This is an optimization exercise on Yosys and OpenROAD, whose aim is small area, not a production implementation.
RTL that was checked went through simulation tests only; none was proved equivalent to the original. The clock port is modelled as an ideal driver; clocking choices that lean on that would not hold on a real chip.

==> exp/onyx: inputs <==
## reflow_link
module reflow_link (
    input  wire        clk,
    input  wire        rst,
    input  wire        rx_valid,
    input  wire [7:0]  rx_data,
    output wire        rx_ready,
    input  wire        cmd_valid,
    input  wire [3:0]  cmd_op,
    input  wire [63:0] cmd_arg,
    output wire        cmd_ready,
    output wire        resp_valid,
    output wire [1:0]  resp_err,
    output wire [32:0] resp_data,
    output wire [6:0]  resp_count,
    output wire        tx_valid,
    output wire [7:0]  tx_data,
    output reg         telem_valid,
    output wire [7:0]  telem_mode,
    output wire [7:0]  telem_runmode,
    output wire [7:0]  telem_stage,
    output wire        telem_fan,
    output wire        telem_lamp,
    output wire [31:0] telem_temp1,
    output wire [31:0] telem_temp2,
    output wire [2:0]  telem_err
);
    localparam [3:0] OP_SENDMODE   = 4'd1;
    localparam [3:0] OP_SENDPROF   = 4'd2;
    localparam [3:0] OP_WCLEAR     = 4'd3;
    localparam [3:0] OP_WSNAP      = 4'd4;
    localparam [3:0] OP_SCUR       = 4'd5;
    localparam [3:0] OP_CONNECT    = 4'd6;
    localparam [3:0] OP_DISCONNECT = 4'd7;
    localparam [3:0] ST_SEEK1 = 4'd0;
    localparam [3:0] ST_SEEK2 = 4'd1;
    localparam [3:0] ST_LAST  = 4'd14;
    reg         link;
    reg  [3:0]  st;
    reg  [7:0]  f_mode, f_runmode, f_stage;
    reg         f_fan, f_lamp;
    reg  [31:0] f_t1;
    reg  [23:0] f_t2;
    reg         s_valid;
    reg  [7:0]  s_mode, s_runmode, s_stage;
    reg         s_fan, s_lamp;
    reg  [6:0]  wcnt;
    reg  [5:0]  q;
    reg  [64*33-1:0] ring;
    reg         wpend;
    reg         pend;
    reg  [1:0]  r_err;
    reg         r_cnt, r_sess, r_wait;
    reg  [5:0]  idx;
    reg  [3:0]  tx_st;
    reg         tx_prof;
    reg  [63:0] tx_arg;
    wire tx_idle = (tx_st == 4'd0);
  ...
Settings: LEC_CHECK=0, CAP_MARGIN=20, CORE_MARGIN=2, CORE_UTILIZATION=60, CTS_BUF_LIST=sky130_fd_sc_hd__clkbuf_8, CTS_CLUSTER_DIAMETER=40, CTS_CLUSTER_SIZE=20, PLACE_DENSITY=0.75, SLEW_MARGIN=20; clock period 10.0 ns.
standard.sh (not shown) runs the stock make flow with config.mk's settings and CLKGATE_MAP_FILE= SYNTH_SCRIPT=/design/flow/synth_recipe.tcl, a recipe that flattens the netlist after the stock synthesis.
==> flow/flow/run.sh <==
#!/bin/bash
# Standard ORFS layout (the standard.sh) with two changes:
#  - ports are buffered with sky130_fd_sc_hd__buf_1 instead of the resizer's default choice;
#  - clock tree synthesis runs without dummy loads.
# All tool output goes to make.log in the work folder (ORFS keeps per-step logs under orfs/logs).
set -euo pipefail
export BUFFER_PORTS_ARGS="-buffer_cell sky130_fd_sc_hd__buf_1"
export CTS_ARGS="-sink_clustering_enable -repair_clock_nets -dont_use_dummy_load -buf_list sky130_fd_sc_hd__clkbuf_8 -sink_clustering_size 24 -sink_clustering_max_diameter 30"
bash standard.sh > make.log 2>&1
==> exp/tundra (differences from exp/onyx) <==
--- a/flow/design.v
+++ b/flow/design.v
@@ -39,17 +39,17 @@
     reg  [7:0]  f_mode, f_runmode, f_stage;
     reg         f_fan, f_lamp;
     reg  [31:0] f_t1;
     reg  [23:0] f_t2;
     reg         s_valid;
     reg  [7:0]  s_mode, s_runmode, s_stage;
     reg         s_fan, s_lamp;
     reg  [6:0]  wcnt;
-    reg  [5:0]  q;
+    reg  [5:0]  hp;
     reg  [64*33-1:0] ring;
     reg         wpend;
     reg         pend;
     reg  [1:0]  r_err;
     reg         r_cnt, r_sess, r_wait;
     reg  [5:0]  idx;
     reg  [3:0]  tx_st;
     reg         tx_prof;
@@ -131,36 +131,33 @@
     assign telem_lamp    = s_lamp;
     assign telem_temp1   = f_t1;
     assign telem_temp2   = {f_mode, f_t2};
     assign telem_err     = {s_stage > 8'd5, s_runmode > 8'd2, s_mode > 8'd3};
     wire [31:0] add_a = f_t1;
     wire [31:0] add_b = {f_mode, f_t2};
     wire [32:0] add_c;
     wire [31:0] add_s;
-    reg         c16;
-    always @(posedge clk)
-        c16 <= add_c[16];
+    assign add_c[0] = 1'b0;
     genvar gi;
     generate
         for (gi = 0; gi < 32; gi = gi + 1) begin : g_add
-            wire cin = (gi == 16) ? c16 : add_c[gi];
-            assign add_s[gi]   = add_a[gi] ^ add_b[gi] ^ cin;
-            assign add_c[gi+1] = (add_a[gi] & add_b[gi]) | (cin & (add_a[gi] ^ add_b[gi]));
+            assign add_s[gi]   = add_a[gi] ^ add_b[gi] ^ add_c[gi];
+            assign add_c[gi+1] = (add_a[gi] & add_b[gi]) | (add_c[gi] & (add_a[gi] ^ add_b[gi]));
         end
     endgenerate
-    assign add_c[0] = 1'b0;
     wire [32:0] sample = {add_c[32], add_s};
-    wire        at0    = (q == (wpend ? wcnt[5:0] : idx));
+    wire [5:0]  hsum   = hp + (wpend ? wcnt[5:0] : idx);
+    wire        at0    = (hsum == 6'd0);
     wire        wr_hit = wpend && at0;
     wire        full   = wcnt[6];
     always @(posedge clk)
         ring <= {wr_hit ? sample : ring[32:0], ring[64*33-1:33]};
     always @(posedge clk)
-        q <= (wr_hit && full) ? 6'd0 : q + 6'd1;
+        hp <= (wr_hit && full) ? 6'd0 : hp - 6'd1;
     always @(posedge clk) begin
         if (rst || wclear)
             wcnt <= 7'd0;
         else if (wr_hit && !full)
             wcnt <= wcnt + 7'd1;
     end
     always @(posedge clk) begin
         if (rst)
==> flow/flow/run.sh (replaced) <==
#!/bin/bash
# Standard ORFS layout (the standard.sh) with two changes:
#  - ports are buffered with sky130_fd_sc_hd__buf_1 instead of the resizer's default choice;
#  - clock tree synthesis runs without dummy loads.
# All tool output goes to make.log in the work folder (ORFS keeps per-step logs under orfs/logs).
set -euo pipefail
export BUFFER_PORTS_ARGS="-buffer_cell sky130_fd_sc_hd__buf_1"
export CTS_ARGS="-sink_clustering_enable -repair_clock_nets -dont_use_dummy_load -buf_list sky130_fd_sc_hd__clkbuf_8 -sink_clustering_size 20 -sink_clustering_max_diameter 40"
bash standard.sh > make.log 2>&1
==> exp/sierra (differences from exp/onyx) <==
==> flow/design.v (replaced) <==
module reflow_link (
    input  wire        clk,
    input  wire        rst,
    input  wire        rx_valid,
    input  wire [7:0]  rx_data,
    output wire        rx_ready,
    input  wire        cmd_valid,
    input  wire [3:0]  cmd_op,
    input  wire [63:0] cmd_arg,
    output wire        cmd_ready,
    output wire        resp_valid,
    output wire [1:0]  resp_err,
    output wire [32:0] resp_data,
    output wire [6:0]  resp_count,
    output wire        tx_valid,
    output wire [7:0]  tx_data,
    output reg         telem_valid,
    output wire [7:0]  telem_mode,
    output wire [7:0]  telem_runmode,
    output wire [7:0]  telem_stage,
    output wire        telem_fan,
    output wire        telem_lamp,
    output wire [31:0] telem_temp1,
    output wire [31:0] telem_temp2,
    output wire [2:0]  telem_err
);
    localparam [3:0] OP_SENDMODE   = 4'd1;
    localparam [3:0] OP_SENDPROF   = 4'd2;
    localparam [3:0] OP_WCLEAR     = 4'd3;
    localparam [3:0] OP_WSNAP      = 4'd4;
    localparam [3:0] OP_SCUR       = 4'd5;
    localparam [3:0] OP_CONNECT    = 4'd6;
    localparam [3:0] OP_DISCONNECT = 4'd7;
    localparam [3:0] ST_SEEK1 = 4'd0;
    localparam [3:0] ST_SEEK2 = 4'd1;
    localparam [3:0] ST_LAST  = 4'd14;
    reg         link;
    reg  [3:0]  st;
    reg  [7:0]  f_mode, f_runmode, f_stage;
    reg         f_fan, f_lamp;
    reg  [31:0] f_t1;
    reg  [23:0] f_t2;
    reg         s_valid;
    reg  [7:0]  s_mode, s_runmode, s_stage;
    reg         s_fan, s_lamp;
    reg  [6:0]  wcnt;
    reg  [5:0]  q;
    reg  [64*33-1:0] ring;
    reg         wpend;
    reg         adding;
    reg  [1:0]  acnt;
    reg         acar;
    reg         pend;
    reg  [2:0]  r_k;
    reg  [5:0]  idx;
    reg  [3:0]  tx_st;
    reg         tx_prof;
    reg         tx_mute;
    reg  [63:0] tx_arg;
    wire tx_idle = (tx_st == 4'd0);
    assign cmd_ready = !pend && !wpend && tx_idle;
    wire cmd_fire = cmd_valid && cmd_ready;
    assign rx_ready  = !pend && !wpend && !cmd_fire;
    wire rx_fire  = rx_valid && rx_ready;
    wire op_conn = (cmd_op == OP_CONNECT) || (cmd_op == OP_DISCONNECT);
    wire op_send = (cmd_op == OP_SENDMODE) || (cmd_op == OP_SENDPROF);
    wire new_conn = cmd_fire && op_conn;
    wire wclear   = cmd_fire && (op_conn || cmd_op == OP_WCLEAR);
    wire rx_live = rx_fire && link;
    wire commit  = rx_live && (st == ST_LAST);
    always @(posedge clk) begin
        if (rst)
            link <= 1'b0;
        else if (new_conn)
            link <= (cmd_op == OP_CONNECT);
    end
    always @(posedge clk) begin
        if (rst || new_conn)
            st <= ST_SEEK1;
        else if (rx_live) begin
            case (st)
                ST_SEEK1: st <= (rx_data == 8'hFA) ? ST_SEEK2 : ST_SEEK1;
                ST_SEEK2: st <= (rx_data == 8'hAF) ? 4'd2 :
                                (rx_data == 8'hFA) ? ST_SEEK2 : ST_SEEK1;
                ST_LAST:  st <= ST_SEEK1;
                default:  st <= st + 4'd1;
            endcase
        end
    end
    wire [8:0] add_c;
    wire [8:0] add_o;
    assign add_c[0] = acar && (acnt != 2'd0);
    genvar gi;
    generate
        for (gi = 0; gi < 8; gi = gi + 1) begin : g_add
            assign add_o[gi]   = f_t1[gi] ^ f_t2[gi] ^ add_c[gi];
            assign add_c[gi+1] = (f_t1[gi] & f_t2[gi]) | (add_c[gi] & (f_t1[gi] ^ f_t2[gi]));
        end
    endgenerate
    assign add_o[8] = add_c[8];
    always @(posedge clk) begin
        if (rx_live) begin
            case (st)
                4'd2, ST_LAST: f_mode <= rx_data;
                4'd3:  f_runmode <= rx_data;
                4'd4:  f_stage   <= rx_data;
                4'd5:  f_fan     <= (rx_data != 8'd0);
                4'd6:  f_lamp    <= (rx_data != 8'd0);
                default: ;
            endcase
        end
    end
    always @(posedge clk) begin
        if (adding)
            f_t1 <= {add_o[7:0], f_t1[31:8]};
        else if (rx_live && (st >= 4'd7) && (st <= 4'd10))
            f_t1 <= {rx_data, f_t1[31:8]};
    end
    always @(posedge clk) begin
        if (adding)
            f_t2 <= {f_mode, f_t2[23:8]};
        else if (rx_live && (st >= 4'd11) && (st <= 4'd13))
            f_t2 <= {rx_data, f_t2[23:8]};
    end
    always @(posedge clk) begin
        if (adding)
            acar <= add_o[8];
    end
    always @(posedge clk) begin
        if (rst) begin
            adding <= 1'b0;
            acnt   <= 2'd0;
        end else if (commit) begin
            adding <= 1'b1;
            acnt   <= 2'd0;
        end else if (adding) begin
            acnt <= acnt + 2'd1;
            if (acnt == 2'd3)
                adding <= 1'b0;
        end
    end
    always @(posedge clk) begin
        if (rst || new_conn)
            s_valid <= 1'b0;
        else if (commit)
            s_valid <= 1'b1;
    end
    always @(posedge clk) begin
        if (commit) begin
            s_mode    <= f_mode;
            s_runmode <= f_runmode;
            s_stage   <= f_stage;
            s_fan     <= f_fan;
            s_lamp    <= f_lamp;
        end
    end
    always @(posedge clk) begin
        if (rst)
            telem_valid <= 1'b0;
        else
            telem_valid <= commit;
    end
    assign telem_mode    = s_mode;
    assign telem_runmode = s_runmode;
    assign telem_stage   = s_stage;
    assign telem_fan     = s_fan;
    assign telem_lamp    = s_lamp;
    assign telem_temp1   = f_t1;
    assign telem_temp2   = {f_mode, f_t2};
    assign telem_err     = {s_stage > 8'd5, s_runmode > 8'd2, s_mode > 8'd3};
    wire [32:0] sample = {acar, f_t1};
    wire        at0    = (q == (wpend ? wcnt[5:0] : idx));
    wire        wr_hit = wpend && !adding && at0;
    wire        full   = wcnt[6];
    always @(posedge clk)
        ring <= {wr_hit ? sample : ring[32:0], ring[64*33-1:33]};
    always @(posedge clk)
        q <= (wr_hit && full) ? 6'd0 : q + 6'd1;
    always @(posedge clk) begin
        if (rst || wclear)
            wcnt <= 7'd0;
        else if (wr_hit && !full)
            wcnt <= wcnt + 7'd1;
    end
    always @(posedge clk) begin
        if (rst)
            wpend <= 1'b0;
        else if (commit)
            wpend <= 1'b1;
        else if (wr_hit)
            wpend <= 1'b0;
    end
    wire snap_in  = ({1'b0, cmd_arg[7:0]} < {2'b00, wcnt});
    wire op_snap  = (cmd_op == OP_WSNAP);
    wire op_resv  = (cmd_op == 4'd0) || cmd_op[3];
    always @(posedge clk) begin
        if (cmd_fire) begin
            idx <= cmd_arg[5:0];
            r_k <= {op_snap,
                    (op_snap && snap_in) || (cmd_op == OP_SCUR) || op_resv,
                    (op_send && !link) || op_resv};
        end
    end
    wire r_wait = r_k[2] && r_k[1];
    wire r_sess = (r_k == 3'b010);
    assign resp_valid = pend && (!r_wait || at0);
    always @(posedge clk) begin
        if (rst)
            pend <= 1'b0;
        else if (cmd_fire)
            pend <= 1'b1;
        else if (resp_valid)
            pend <= 1'b0;
    end
    wire [26:0] sess_word = {1'b1, s_lamp, s_fan, s_stage, s_runmode, s_mode};
    assign resp_err   = {r_k[0], r_k[0] && r_k[1]};
    assign resp_count = r_k[2] ? wcnt : 7'd0;
    assign resp_data  = (r_wait ? ring[32:0] : 33'd0) |
                        {6'd0, (r_sess && s_valid) ? sess_word : 27'd0};
    wire tx_ld   = cmd_fire && link && op_send;
    wire tx_ldp  = tx_ld && cmd_op[1];
    wire tx_wrap = (tx_st != 4'd0) && (tx_st <= 4'd3);
    always @(posedge clk) begin
        if (rst) begin
            tx_st   <= 4'd4;
            tx_prof <= 1'b1;
            tx_mute <= 1'b1;
        end else if (tx_ld) begin
            tx_st   <= 4'd1;
            tx_prof <= cmd_op[1];
            tx_mute <= 1'b0;
        end else if (!tx_idle)
            tx_st <= (tx_st == (tx_prof ? 4'd11 : 4'd5)) ? 4'd0 : tx_st + 4'd1;
    end
    always @(posedge clk)
        tx_arg <= {(tx_wrap ? tx_arg[7:0] : 8'd0), tx_arg[63:8]} |
                  {{8{tx_ldp}} & cmd_arg[39:32], {8{tx_ldp}} & cmd_arg[31:24],
                   {8{tx_ldp}} & cmd_arg[23:16], {8{tx_ld}}  & cmd_arg[15:8],
                   {8{tx_ld}}  & cmd_arg[7:0],   {8{tx_ldp}} & cmd_arg[63:56],
                   {8{tx_ldp}} & cmd_arg[55:48], {8{tx_ldp}} & cmd_arg[47:40]};
    assign tx_valid = !tx_idle && !tx_mute;
    assign tx_data  = (tx_st == 4'd1) ? 8'hFA :
                      (tx_st == 4'd2) ? 8'hAF :
                      (tx_st == 4'd3) ? {6'd0, tx_prof, !tx_prof} :
                      tx_arg[7:0];
endmodule
==> flow/flow/run.sh (replaced) <==
#!/bin/bash
# Standard ORFS layout (the standard.sh) with two changes:
#  - ports are buffered with sky130_fd_sc_hd__buf_1 instead of the resizer's default choice;
#  - clock tree synthesis runs without dummy loads.
# All tool output goes to make.log in the work folder (ORFS keeps per-step logs under orfs/logs).
set -euo pipefail
export BUFFER_PORTS_ARGS="-buffer_cell sky130_fd_sc_hd__buf_1"
export CTS_ARGS="-sink_clustering_enable -repair_clock_nets -dont_use_dummy_load -buf_list sky130_fd_sc_hd__clkbuf_16 -sink_clustering_size 34 -sink_clustering_max_diameter 80"
bash standard.sh > make.log 2>&1
==> impl_metrics.env <==
export IMPL_seq_cells=2323
export IMPL_status="finished clean"
export IMPL_synthCells=2889
export IMPL_cp_slowest_cell="fa_1"
export IMPL_finalClockSkew_ps=128
export IMPL_cp_depth=20
export IMPL_worst_slew_pin_slew_ps=1050
export IMPL_syn_avg_cell_area_sq_um=17.7
export IMPL_drtAntennaViolNets=0
export IMPL_ys_types=46
export IMPL_inv_count=32
export IMPL_nets=3462
export IMPL_fin_crit_ps=6990
export IMPL_worst_hold_path_endpoint="ring[1321]"
export IMPL_dieArea_sq_um=87800
export IMPL_cts_sinks=2323
export IMPL_max_slew_margin_rel_pct=29.6
export IMPL_switching_share_pct=19.9
export IMPL_ys_seq_elements=2323
The numbers above come from exp/onyx.

==> impl_metrics.env <==
export IMPL_worst_slack_ps=-1860
export IMPL_syn_avg_cell_area_sq_um=17.8
export IMPL_seq_cells=2322
export IMPL_status="complete, but fails checks"
export IMPL_setup_viol=8
export IMPL_inv_count=30
export IMPL_failed_checks="setup timing"
export IMPL_switching_share_pct=20.2
export IMPL_nets=3434
export IMPL_finalClockSkew_ps=115
The numbers above come from exp/tundra.

==> impl_metrics.env <==
export IMPL_fin_crit_ps=5080
export IMPL_dieArea_sq_um=87400
export IMPL_worst_slew_pin_slew_ps=1010
export IMPL_seq_cells=2325
export IMPL_drtAntennaViolNets=1
export IMPL_cp_slowest_cell="dfxtp_1"
export IMPL_cts_sinks=2325
export IMPL_inv_count=30
export IMPL_worst_hold_path_endpoint="ring[485]"
export IMPL_nets=3183
export IMPL_syn_avg_cell_area_sq_um=18.3
export IMPL_max_slew_margin_rel_pct=32.5
export IMPL_failed_checks="antenna rules"
export IMPL_status="complete, but fails checks"
export IMPL_ys_seq_elements=2325
export IMPL_cp_depth=6
export IMPL_switching_share_pct=19.2
The numbers above come from exp/sierra.

Function not checked in exp/tundra: the RTL went through the layout flow alone.

## separate check: timing with driven ports
In the flow no input, the clock included, has a driving cell. The finished layouts below were timed again as built, in two steps.
Step 1: set_driving_cell puts a clkbuf_16 on clk and a buf_2 on each other input, an assumption about the parent block.
Step 2, shift: input delay + t, output delay - t, t = (earliest + latest rising clock arrival at the registers) / 2. This alone moves slack from input paths to output paths.
Slacks: ideal / step 1 / step 2; pairs: ideal / step 1.
| run | t (ns) | setup slack, ns | pins driven straight from the clock port |
|---|---|---|---|
| exp/onyx | 0.880 | 3.007 / 3.007 / 3.007 | 1 |
| exp/tundra | 0.838 | -1.857 / -1.857 / -1.857 | 1 |
| exp/sierra | 0.686 | 4.924 / 4.859 / 5.197 | 1 |
